This is an optimization exercise on Yosys and OpenROAD, whose aim is small area, not a production implementation.
The RTL was checked by simulation tests, not by an equivalence proof against the original design.
Power figures rest on the tool's default switching activity, not on a simulated workload.

**flow/config.mk**
```make
export PLATFORM = sky130hd
export DESIGN_NAME = ufa_top
export DESIGN_NICKNAME = ufa_top
export VERILOG_FILES = /design/flow/design.v
export SDC_FILE = /design/flow/constraint.sdc
export NUM_CORES = 4
export LEC_CHECK = 0
export CAP_MARGIN = 20
export CORE_MARGIN = 2
export CORE_UTILIZATION = 40
export SLEW_MARGIN = 20
```
**flow/constraint.sdc**
```tcl
create_clock -name core_clock -period 10.0 [get_ports {clk}]
set_input_delay 2.0000 -clock core_clock [delete_from_list [all_inputs] [get_ports {clk}]]
set_output_delay 2.0000 -clock core_clock [all_outputs]
set_load 0.01 [all_outputs]
```
**flow/design.v**
```verilog
module ufa_top (
  input             clk,
  input             rst,
  input             in_valid,
  output            in_ready,
  input      [1:0]  in_op,
  input      [7:0]  in_data,
  input      [31:0] in_now,
  output            out_valid,
  input             out_ready,
  output     [1:0]  out_kind,
  output     [31:0] out_data
);
  localparam [5:0]  RX_CAP  = 6'd40;
  localparam [31:0] T_FRAME = 32'd10;
  localparam [31:0] T_POLL  = 32'd1800000;
  localparam [1:0] OP_FEED = 2'd0, OP_TICK = 2'd1, OP_LOCK = 2'd2;
  localparam [1:0] K_WAKE = 2'd0, K_TX = 2'd1, K_EVENT = 2'd2, K_DIAG = 2'd3;
  localparam [3:0] D_OVERFLOW = 4'd1, D_TOO_SHORT = 4'd2, D_CHECKSUM = 4'd3,
                   D_SIZE = 4'd4, D_SOURCE = 4'd5, D_UNK_CMD = 4'd6,
                   D_UNK_SUB = 4'd7, D_CONFIG = 4'd8;
  localparam [3:0] E_STATUS = 4'd1, E_LOCK = 4'd2, E_LOW_BAT = 4'd3,
                   E_DISCOVERY = 4'd4, E_SETTING = 4'd5, E_UNKNOWN = 4'd6;
  localparam [2:0] LS_PIN = 3'd0, LS_NFC = 3'd1, LS_USER = 3'd2, LS_SELF = 3'd3,
                   LS_TIMEOUT = 3'd4, LS_JAM = 3'd5;
  localparam [1:0] R_NONE = 2'd0, R_ACK = 2'd1, R_DISC = 2'd2;
  localparam [2:0] S_IDLE = 3'd0, S_SUM = 3'd1, S_CHECK = 3'd2, S_DIAG = 3'd3,
                   S_EVENT = 3'd4, S_TX = 3'd5, S_SCHED = 3'd6, S_OVF = 3'd7;
  reg [7:0]  rx_buf [0:RX_CAP-1];
  reg [5:0]  rx_len;
  reg [31:0] last_byte_time;
  reg        discovered;
  reg [31:0] last_poll;
  reg        poll_force;
  reg [2:0]  state;
  reg [31:0] now_r;         
  reg [5:0]  fr_len;        
  reg [5:0]  idx;
  reg [7:0]  xsum;          
  reg [7:0]  fr_last;       
  reg        diag_v, evt_v;
  reg [31:0] diag_w, evt_w;
  reg [1:0]  reply;
  reg [7:0]  tx_cmd, tx_src, tx_seq, tx_pay;
  reg        tx_has_pay;
  reg [3:0]  tx_idx;        
  reg        tx_to_sched;   
  wire [7:0] f_cmd = rx_buf[0];
  wire [7:0] f_src = rx_buf[1];
  wire [7:0] f_seq = rx_buf[2];
  wire [7:0] f_pl  = rx_buf[3];
  wire [7:0] f_p0  = rx_buf[4];
  wire [7:0] f_p1  = rx_buf[5];
  wire       chk_short  = fr_len < 6'd5;
  wire       chk_sum    = xsum != fr_last;
  wire       chk_size   = {3'd0, fr_len} != ({1'b0, f_pl} + 9'd5);
  wire       chk_src_ok = (f_src == 8'hB0) || (f_src == 8'hB1 && f_cmd == 8'h11);
  wire       frame_ok   = !chk_short && !chk_sum && !chk_size && chk_src_ok;
  reg        c_diag_v, c_evt_v, c_force;
  reg [31:0] c_diag_w, c_evt_w;
  reg [1:0]  c_reply;
  always @(*) begin
    c_diag_v = 1'b0;
    c_diag_w = 32'd0;
    c_evt_v  = 1'b0;
    c_evt_w  = 32'd0;
    c_reply  = R_NONE;
    c_force  = 1'b0;
    if (chk_short) begin
      c_diag_v = 1'b1;
      c_diag_w = {16'd0, 2'd0, fr_len, 4'd0, D_TOO_SHORT};
    end else if (chk_sum) begin
      c_diag_v = 1'b1;
      c_diag_w = {8'd0, fr_last, xsum, 4'd0, D_CHECKSUM};
    end else if (chk_size) begin
      c_diag_v = 1'b1;
      c_diag_w = {8'd0, f_pl, 2'd0, fr_len, 4'd0, D_SIZE};
    end else if (!chk_src_ok) begin
      c_diag_v = 1'b1;
      c_diag_w = {8'd0, f_cmd, f_src, 4'd0, D_SOURCE};
    end else begin
      case (f_cmd)
        8'h11: begin
          if (f_pl != 8'd0 && f_p0 == 8'hFF) begin
            c_evt_v = 1'b1;
            c_evt_w = {27'd0, 1'b1, E_STATUS};
          end else if (f_pl != 8'd0 && f_p0 == 8'h00) begin
            c_evt_v = 1'b1;
            c_evt_w = {27'd0, 1'b0, E_STATUS};
          end
        end
        8'h30: begin
          c_evt_v = 1'b1;
          if (f_pl == 8'd0) begin
            c_diag_v = 1'b1;
            c_diag_w = {28'd0, D_UNK_SUB};
            c_evt_w  = {f_pl, f_seq, f_cmd, 4'd0, E_UNKNOWN};
          end else begin
            case (f_p0)
              8'h09: c_evt_w = {14'd0, 1'b0, 1'b0, 8'd0, 1'b0, LS_JAM, E_LOCK};
              8'h13: c_evt_w = {14'd0, 1'b0, 1'b1, (f_pl >= 8'd2) ? f_p1 : 8'd0,
                                (f_pl >= 8'd2), LS_PIN, E_LOCK};
              8'h15: c_evt_w = {14'd0, 1'b1, 1'b1, 8'd0, 1'b0, LS_USER, E_LOCK};
              8'h18: c_evt_w = {14'd0, 1'b1, 1'b1, 8'd0, 1'b0, LS_SELF, E_LOCK};
              8'h19: c_evt_w = {14'd0, 1'b0, 1'b1, 8'd0, 1'b0, LS_SELF, E_LOCK};
              8'h1B: c_evt_w = {14'd0, 1'b1, 1'b1, 8'd0, 1'b0, LS_TIMEOUT, E_LOCK};
              8'h90: c_evt_w = {14'd0, 1'b0, 1'b1, (f_pl >= 8'd2) ? f_p1 : 8'd0,
                                (f_pl >= 8'd2), LS_NFC, E_LOCK};
              8'hA7: c_evt_w = {28'd0, E_LOW_BAT};
              default: begin
                c_diag_v = 1'b1;
                c_diag_w = {16'd0, f_p0, 3'd0, 1'b1, D_UNK_SUB};
                c_evt_w  = {f_pl, f_seq, f_cmd, 4'd0, E_UNKNOWN};
              end
            endcase
          end
        end
        8'h33: begin
          c_evt_v = 1'b1;
          c_evt_w = {28'd0, E_SETTING};
          c_reply = R_ACK;
        end
        8'h37: begin
          c_diag_v = 1'b1;
          c_diag_w = {28'd0, D_CONFIG};
        end
        8'h44: begin
          c_evt_v = 1'b1;
          c_evt_w = {28'd0, E_DISCOVERY};
          c_reply = R_DISC;
          c_force = 1'b1;
        end
        default: begin
          c_diag_v = 1'b1;
          c_diag_w = {f_pl, f_seq, f_cmd, 4'd0, D_UNK_CMD};
          c_evt_v  = 1'b1;
          c_evt_w  = {f_pl, f_seq, f_cmd, 4'd0, E_UNKNOWN};
        end
      endcase
    end
  end
  wire poll_due = discovered && (poll_force || ((now_r - last_poll) > T_POLL));
  wire frame_due = (rx_len != 6'd0) && ((in_now - last_byte_time) > T_FRAME);
  wire [7:0] tx_len_byte = tx_has_pay ? 8'd1 : 8'd0;
  wire [7:0] tx_xsum     = tx_cmd ^ tx_src ^ tx_seq ^ tx_len_byte ^
                           (tx_has_pay ? tx_pay : 8'd0);
  wire [3:0] tx_last_idx = tx_has_pay ? 4'd7 : 4'd6;
  reg  [7:0] tx_byte;
  always @(*) begin
    case (tx_idx)
      4'd2:    tx_byte = tx_cmd;
      4'd3:    tx_byte = tx_src;
      4'd4:    tx_byte = tx_seq;
      4'd5:    tx_byte = tx_len_byte;
      4'd6:    tx_byte = tx_has_pay ? tx_pay : tx_xsum;
      default: tx_byte = tx_xsum;
    endcase
  end
  reg        o_valid;
  reg [1:0]  o_kind;
  reg [31:0] o_data;
  always @(*) begin
    o_valid = 1'b0;
    o_kind  = K_WAKE;
    o_data  = 32'd0;
    case (state)
      S_OVF: begin
        o_valid = 1'b1;
        o_kind  = K_DIAG;
        o_data  = diag_w;
      end
      S_DIAG: begin
        o_valid = diag_v;
        o_kind  = K_DIAG;
        o_data  = diag_w;
      end
      S_EVENT: begin
        o_valid = evt_v;
        o_kind  = K_EVENT;
        o_data  = evt_w;
      end
      S_TX: begin
        o_valid = 1'b1;
        if (tx_idx < 4'd2) begin
          o_kind = K_WAKE;
          o_data = {31'd0, (tx_idx == 4'd0)};
        end else begin
          o_kind = K_TX;
          o_data = {24'd0, tx_byte};
        end
      end
      default: ;
    endcase
  end
  assign out_valid = o_valid;
  assign out_kind  = o_kind;
  assign out_data  = o_data;
  assign in_ready  = (state == S_IDLE);
  wire out_fire = out_valid && out_ready;
  always @(posedge clk) begin
    if (rst) begin
      state          <= S_IDLE;
      rx_len         <= 6'd0;
      last_byte_time <= 32'd0;
      discovered     <= 1'b0;
      last_poll      <= 32'd0;
      poll_force     <= 1'b0;
      now_r          <= 32'd0;
      fr_len         <= 6'd0;
      idx            <= 6'd0;
      xsum           <= 8'd0;
      fr_last        <= 8'd0;
      diag_v         <= 1'b0;
      evt_v          <= 1'b0;
      diag_w         <= 32'd0;
      evt_w          <= 32'd0;
      reply          <= R_NONE;
      tx_cmd         <= 8'd0;
      tx_src         <= 8'd0;
      tx_seq         <= 8'd0;
      tx_pay         <= 8'd0;
      tx_has_pay     <= 1'b0;
      tx_idx         <= 4'd0;
      tx_to_sched    <= 1'b0;
    end else begin
      case (state)
        S_IDLE: if (in_valid) begin
          case (in_op)
            OP_FEED: begin
              rx_buf[rx_len] <= in_data;
              last_byte_time <= in_now;
              if (rx_len == RX_CAP - 6'd1) begin
                rx_len <= 6'd0;
                diag_w <= {16'd0, 2'd0, RX_CAP, 4'd0, D_OVERFLOW};
                state  <= S_OVF;
              end else begin
                rx_len <= rx_len + 6'd1;
              end
            end
            OP_TICK: begin
              now_r <= in_now;
              if (frame_due) begin
                fr_len <= rx_len;
                rx_len <= 6'd0;
                idx    <= 6'd0;
                xsum   <= 8'd0;
                state  <= S_SUM;
              end else begin
                state  <= S_SCHED;
              end
            end
            OP_LOCK: begin
              tx_cmd      <= 8'h10;
              tx_src      <= 8'hA0;
              tx_seq      <= 8'h00;
              tx_pay      <= in_data[0] ? 8'hFF : 8'h00;
              tx_has_pay  <= 1'b1;
              tx_idx      <= 4'd0;
              tx_to_sched <= 1'b0;
              state       <= S_TX;
            end
            default: ;
          endcase
        end
        S_SUM: begin
          if (idx == fr_len - 6'd1) begin
            fr_last <= rx_buf[idx];
            state   <= S_CHECK;
          end else begin
            xsum <= xsum ^ rx_buf[idx];
            idx  <= idx + 6'd1;
          end
        end
        S_CHECK: begin
          diag_v <= c_diag_v;
          diag_w <= c_diag_w;
          evt_v  <= c_evt_v;
          evt_w  <= c_evt_w;
          reply  <= c_reply;
          if (frame_ok) begin
            discovered <= 1'b1;
            if (c_force)
              poll_force <= 1'b1;
          end
          state <= S_DIAG;
        end
        S_DIAG: begin
          if (!diag_v)
            state <= S_EVENT;
          else if (out_fire)
            state <= S_EVENT;
        end
        S_EVENT: begin
          if (!evt_v || out_fire) begin
            if (reply != R_NONE) begin
              tx_cmd      <= (reply == R_ACK) ? 8'h33 : 8'h44;
              tx_src      <= 8'hA1;
              tx_seq      <= rx_buf[2];
              tx_pay      <= 8'h00;
              tx_has_pay  <= (reply == R_DISC);
              tx_idx      <= 4'd0;
              tx_to_sched <= 1'b1;
              state       <= S_TX;
            end else begin
              state <= S_SCHED;
            end
          end
        end
        S_TX: if (out_fire) begin
          if (tx_idx == tx_last_idx)
            state <= tx_to_sched ? S_SCHED : S_IDLE;
          else
            tx_idx <= tx_idx + 4'd1;
        end
        S_SCHED: begin
          if (poll_due) begin
            tx_cmd      <= 8'h11;
            tx_src      <= 8'hA0;
            tx_seq      <= 8'h00;
            tx_pay      <= 8'h00;
            tx_has_pay  <= 1'b0;
            tx_idx      <= 4'd0;
            tx_to_sched <= 1'b0;
            last_poll   <= now_r;
            poll_force  <= 1'b0;
            state       <= S_TX;
          end else begin
            state <= S_IDLE;
          end
        end
        S_OVF: if (out_fire) state <= S_IDLE;
        default: state <= S_IDLE;
      endcase
    end
  end
endmodule
```
**flow/run.sh**
```bash
#!/bin/bash
# synth_recipe.tcl (not shown) runs the flow's synth.tcl, then flattens the netlist and writes it again
# the make line also repeats each setting of config.mk as NAME=value (left out here)
make -C /OpenROAD-flow-scripts/flow DESIGN_CONFIG=/design/flow/config.mk WORK_HOME=/design/flow/orfs CLKGATE_MAP_FILE= SYNTH_SCRIPT=/design/flow/synth_recipe.tcl finish
```
==> impl_results.md <==
* Worst R2R End: last_poll[1]$_SDFFE_PP0P_
* Layout area overhead at 13.0%
* Fin Clk Skew at 0.0596 ns
* Clk sinks at 545
* Max-slew violations at 0
* Fin crit share at 60.7%
* Final Hold Viols at 0
* H-tree depth at 2
* Synth top area share at 34.6%
* Vias/cell at 5.80
* Leakage at 10.5 nW
* Final WL at 76,700 um
* Int Power at 0.00429 W
* Asr flop ratio synth at 0%
* FF+latch count, synth at 545
* Vias in the first global route at 20,000
* Most frequent cells in the layout: edfxtp_1 (320), nand2_1 (284), nor2_1 (250), a21oi_1 (243), dfxtp_1 (223)
* DR WL/cell at 21.4 um
* Share of layout cells above drive strength 1 at 9.66%
* DRT Pass-1 Iters at 6
* Adder-Cell Fraction of Synth Area at 3.57%
* Hold Path End: last_byte_time[2]$_SDFFE_PP0P_
* PortBufs at 81
* CTS tree: built
* Initial antenna violation count at 1
* Setup TNS at 0 ns
* Post-CTS Setup Bufs at 0
* Post-route DRC violation count at 0
* MaxCap Viol Count at 0
* Post-DP HPWL at 53,300 um
* Post-synthesis net count at 2,724
* Clock Latency Late Sink at 0.66 ns
* Sequential area share after synthesis at 50.9%
* Unrepaired setup endpoints after global routing: false
* Crit path cell chain: clkdlybuf4s50_1 -> ha_1 -> nor2b_1 -> o2111ai_1 -> a211oi_1 -> o21ai_0 -> and4_1 -> o32ai_1 -> nor4_4 -> and3_4 -> nor3_4 -> or2_1 -> a21oi_1
* Mapped Area at 27,700 um2
* Yosys warns at 1
* Status: timing/DRC/antenna clean
* Min-delay src: last_byte_time[2]$_SDFFE_PP0P_
* Net switching power at 0.00189 W
* Nets at 2,737
* Cell count after synthesis at 2,600
* Synth Area in Compound Gates at 14.6%
* Initial Util at 40.4%
* ANT nets after route at 0
* EDFF count, synth at 320
* Post-cts hold buffer count at 0
* Sequential power share at 41.0%
* Type of destination of the critical path: flip-flop
* CP max stage delay at 0.75 ns
* Worst VDD drop at 0.157 mV
* Final setup vio count at 0
* Clock transition at path regs at 0.06 ns
* Core region area at 68,600 um2
* Simple-Gate Fraction of Synth Area at 14.2%
* Reg2Reg Depth at 14
* Top FF cell, synth: edfxtp_1
* Combinational share of power at 23.1%
* Tot GR Track Use at 21.3%
* IO Pins at 82
* First-pass GRT wire length at 119,000 um
* Congestion Overflow GR at 0
* Post-CTS sizing at 0
* Crit start category: primary input
* Data arrival, critical path at 6.56 ns
* Power Dens Cells at 197 nW/um2
* Worst hold stages at 2
* Vias at 20,800
* Commonest non-fill, non-tap cell in the layout: edfxtp_1
* Average size of a mapped cell at 10.7 um2
* Multiplexer area fraction after synthesis at 11.1%
* Hold Crit Class: reg -> reg
* Final instance area at 31,300 um2
* Slew at the pin closest to its max-slew limit at 1.11 ns
* Crit path max fanout at 27
* Switching share of total power at 30.6%
* Routability-driven placement congestion ratio at 0.930
* Synth area leader: edfxtp_1
* Cts bufs inserted at 59
* Reg2reg start: last_poll[8]$_SDFFE_PP0P_
* Number of library cell types mapped by synthesis at 93
* Fmax at 165 MHz
* Slew HR at 25.8%
* Drt first-iter violations at 2,092
* Final min period at 6.07 ns
* Rows at 96
* Req. time, crit path at 10.49 ns
* Crit Path Class: in -> reg
* Largest net degree at the start of global routing at 97
* Die ar. at 71,500 um2
* Clock Path Buffers at 3
* Post-placement cell area at 29,300 um2
* CTS root buffer: clkbuf_16
* Worst reg-to-reg setup slack at 5.39 ns
* XOR/XNOR Fraction of Synth Area at 1.83%
* Largest family of logic cells by synthesized area: compound AO/OA/AOI/OAI gates
* N_diodes at 0
* Slowest-stage cell, CP: nor3_4
* Chip Height at 267 um
* Clk pwr share at 36.0%
* Die W at 267 um
* Synth area leaders: edfxtp_1 (35%), dfxtp_1 (16%), mux4_2 (7.9%), a21oi_1 (4.4%), nand2_1 (3.8%)
## final cells by class
cell class | instances | area (um2)
multi-input cells | 1788 | 12600
flip-flops and latches | 545 | 14100
fillers | 6261 | 37300
well taps | 931 | 1160
clock inverters | 31 | 362
clock buffers | 78 | 1650
repair buffers | 112 | 1040
inverters | 107 | 402
## routing by layer
| layer | vias to the layer above | routed length, um | track usage [%] |
|---|---|---|---|
| met5 | - | 0 | 0 |
| met3 | 115 | 4460 | 2.99 |
| met1 | 10300 | 34500 | 30.1 |
| li1 | 9719 | - | - |
| met4 | 0 | 1970 | 5.92 |
| met2 | 676 | 35700 | 34.2 |
## synthesized netlist by cell type (10+ instances only)
master and number:
a211oi_1 31, a21o_1 25, a21oi_1 244, a22o_1 28, a22oi_1 52, a31oi_1 16
and2_1 18, and3_1 20, buf_1 16, clkbuf_1 129, dfxtp_1 225, edfxtp_1 320
ha_1 76, inv_1 106, mux2i_1 82, mux4_2 97, nand2_1 284, nand3_1 52
nand3b_1 13, nand4_1 23, nor2_1 250, nor2b_1 26, nor3_1 53, nor3b_1 10
nor4_1 19, o211ai_1 12, o21a_1 18, o21ai_0 83, o31ai_1 12, or3_1 22
xnor2_1 28, xor2_1 30
## power groups by stage
stage / logic (W) / clock network, W / registers [W]
detailed placement: 0.00141 / 0 / 0.00258
global placement: 0.00139 / 0 / 0.00258
finish: 0.00143 / 0.00223 / 0.00253
global route: 0.00154 / 0.00236 / 0.00255
floorplan: 0.00107 / 0 / 0.00251
CTS: 0.00141 / 0.00227 / 0.00253
## cell families after synthesis
group | count (synthesis)
and+or+nand+nor | 840
AOI/OAI and AO/OA | 626
DFF | 545
buffers and inverters | 267
muxes | 186
adders and majority gates | 78
xor gates and xnor gates | 58
## sequential cells by signal (all words and copies together) (netlist names), 3 cells and up, named ones only
signal / flops
idx: 6
tx_seq: 8
now_r: 32
diag_w: 29
last_poll: 32
rx_len: 6
evt_w: 31
fr_last: 8
xsum: 8
last_byte_time: 32
state: 3
tx_idx: 4
rx_buf: 320
fr_len: 6
tx_cmd: 4
## worst max-delay path, delay by kind of cell
family / cells / cell delay [ns]
AOI/OAI and AO/OA: 5 / 1.84
buffers and inverters: 1 / 0.50
adders and majority gates: 1 / 0.32
and+or+nand+nor: 6 / 1.90
## stage by stage
| step | cells | utilization, % | power (W) | worst slack, ns | hold slack (ns) |
|---|---|---|---|---|---|
| 3_5_place_dp | 3482 | 42.7 | 0.00399 | 3.34 | 0.449 |
| 6_report | 3592 | 45.7 | 0.00618 | 3.93 | 0.456 |
| 3_3_place_gp | 3482 | 42.7 | 0.00397 | 3.55 | 0.443 |
| 2_1_floorplan | 2600 | - | 0.00357 | 4.77 | 0.432 |
| 4_1_cts | 3591 | 45.7 | 0.00622 | 4.01 | 0.456 |
| 5_1_grt | 3592 | 45.7 | 0.00645 | 3.48 | 0.468 |
## worst max-delay path by stage
stage,startpoint,to,slack (ns)
3_5_place_dp,in_now[1],flip-flop,3.34
6_report,in_now[1],flip-flop,3.93
2_1_floorplan,in_now[0],flip-flop,4.77
3_3_place_gp,in_now[0],flip-flop,3.55
5_1_grt,in_now[1],idx[4]$_SDFFE_PP0P_,3.48
4_1_cts,in_now[1],flip-flop,4.01

what the ideal ports hide:
How much do the figures lean on ideal ports? The routed layout below was timed once more, with nothing changed but the port constraints.
Step 1, drivers: a clkbuf_16 drives clk and a buf_2 each remaining input, both assumed.
Step 2 moves the port delays by t, midway between the first and last clock arrival at a register: inputs arrive t later, outputs are due t later. That takes back most of the time a late clock gives input paths.
Three values: ideal, step 1, step 2; two values: the first two.
shift t [ns]: 0.698
setup slack, ns: 3.930 / 3.971 / 3.273
clock arrival spread, ns: 0.060 / 0.060
worst data-port slew with drivers (ns): 0.05
pins driven straight from the clock port: 1
After both steps setup and hold are still met in this run. The setup slack of this run moves by +0.041 ns with the drivers and by -0.657 ns with both steps.
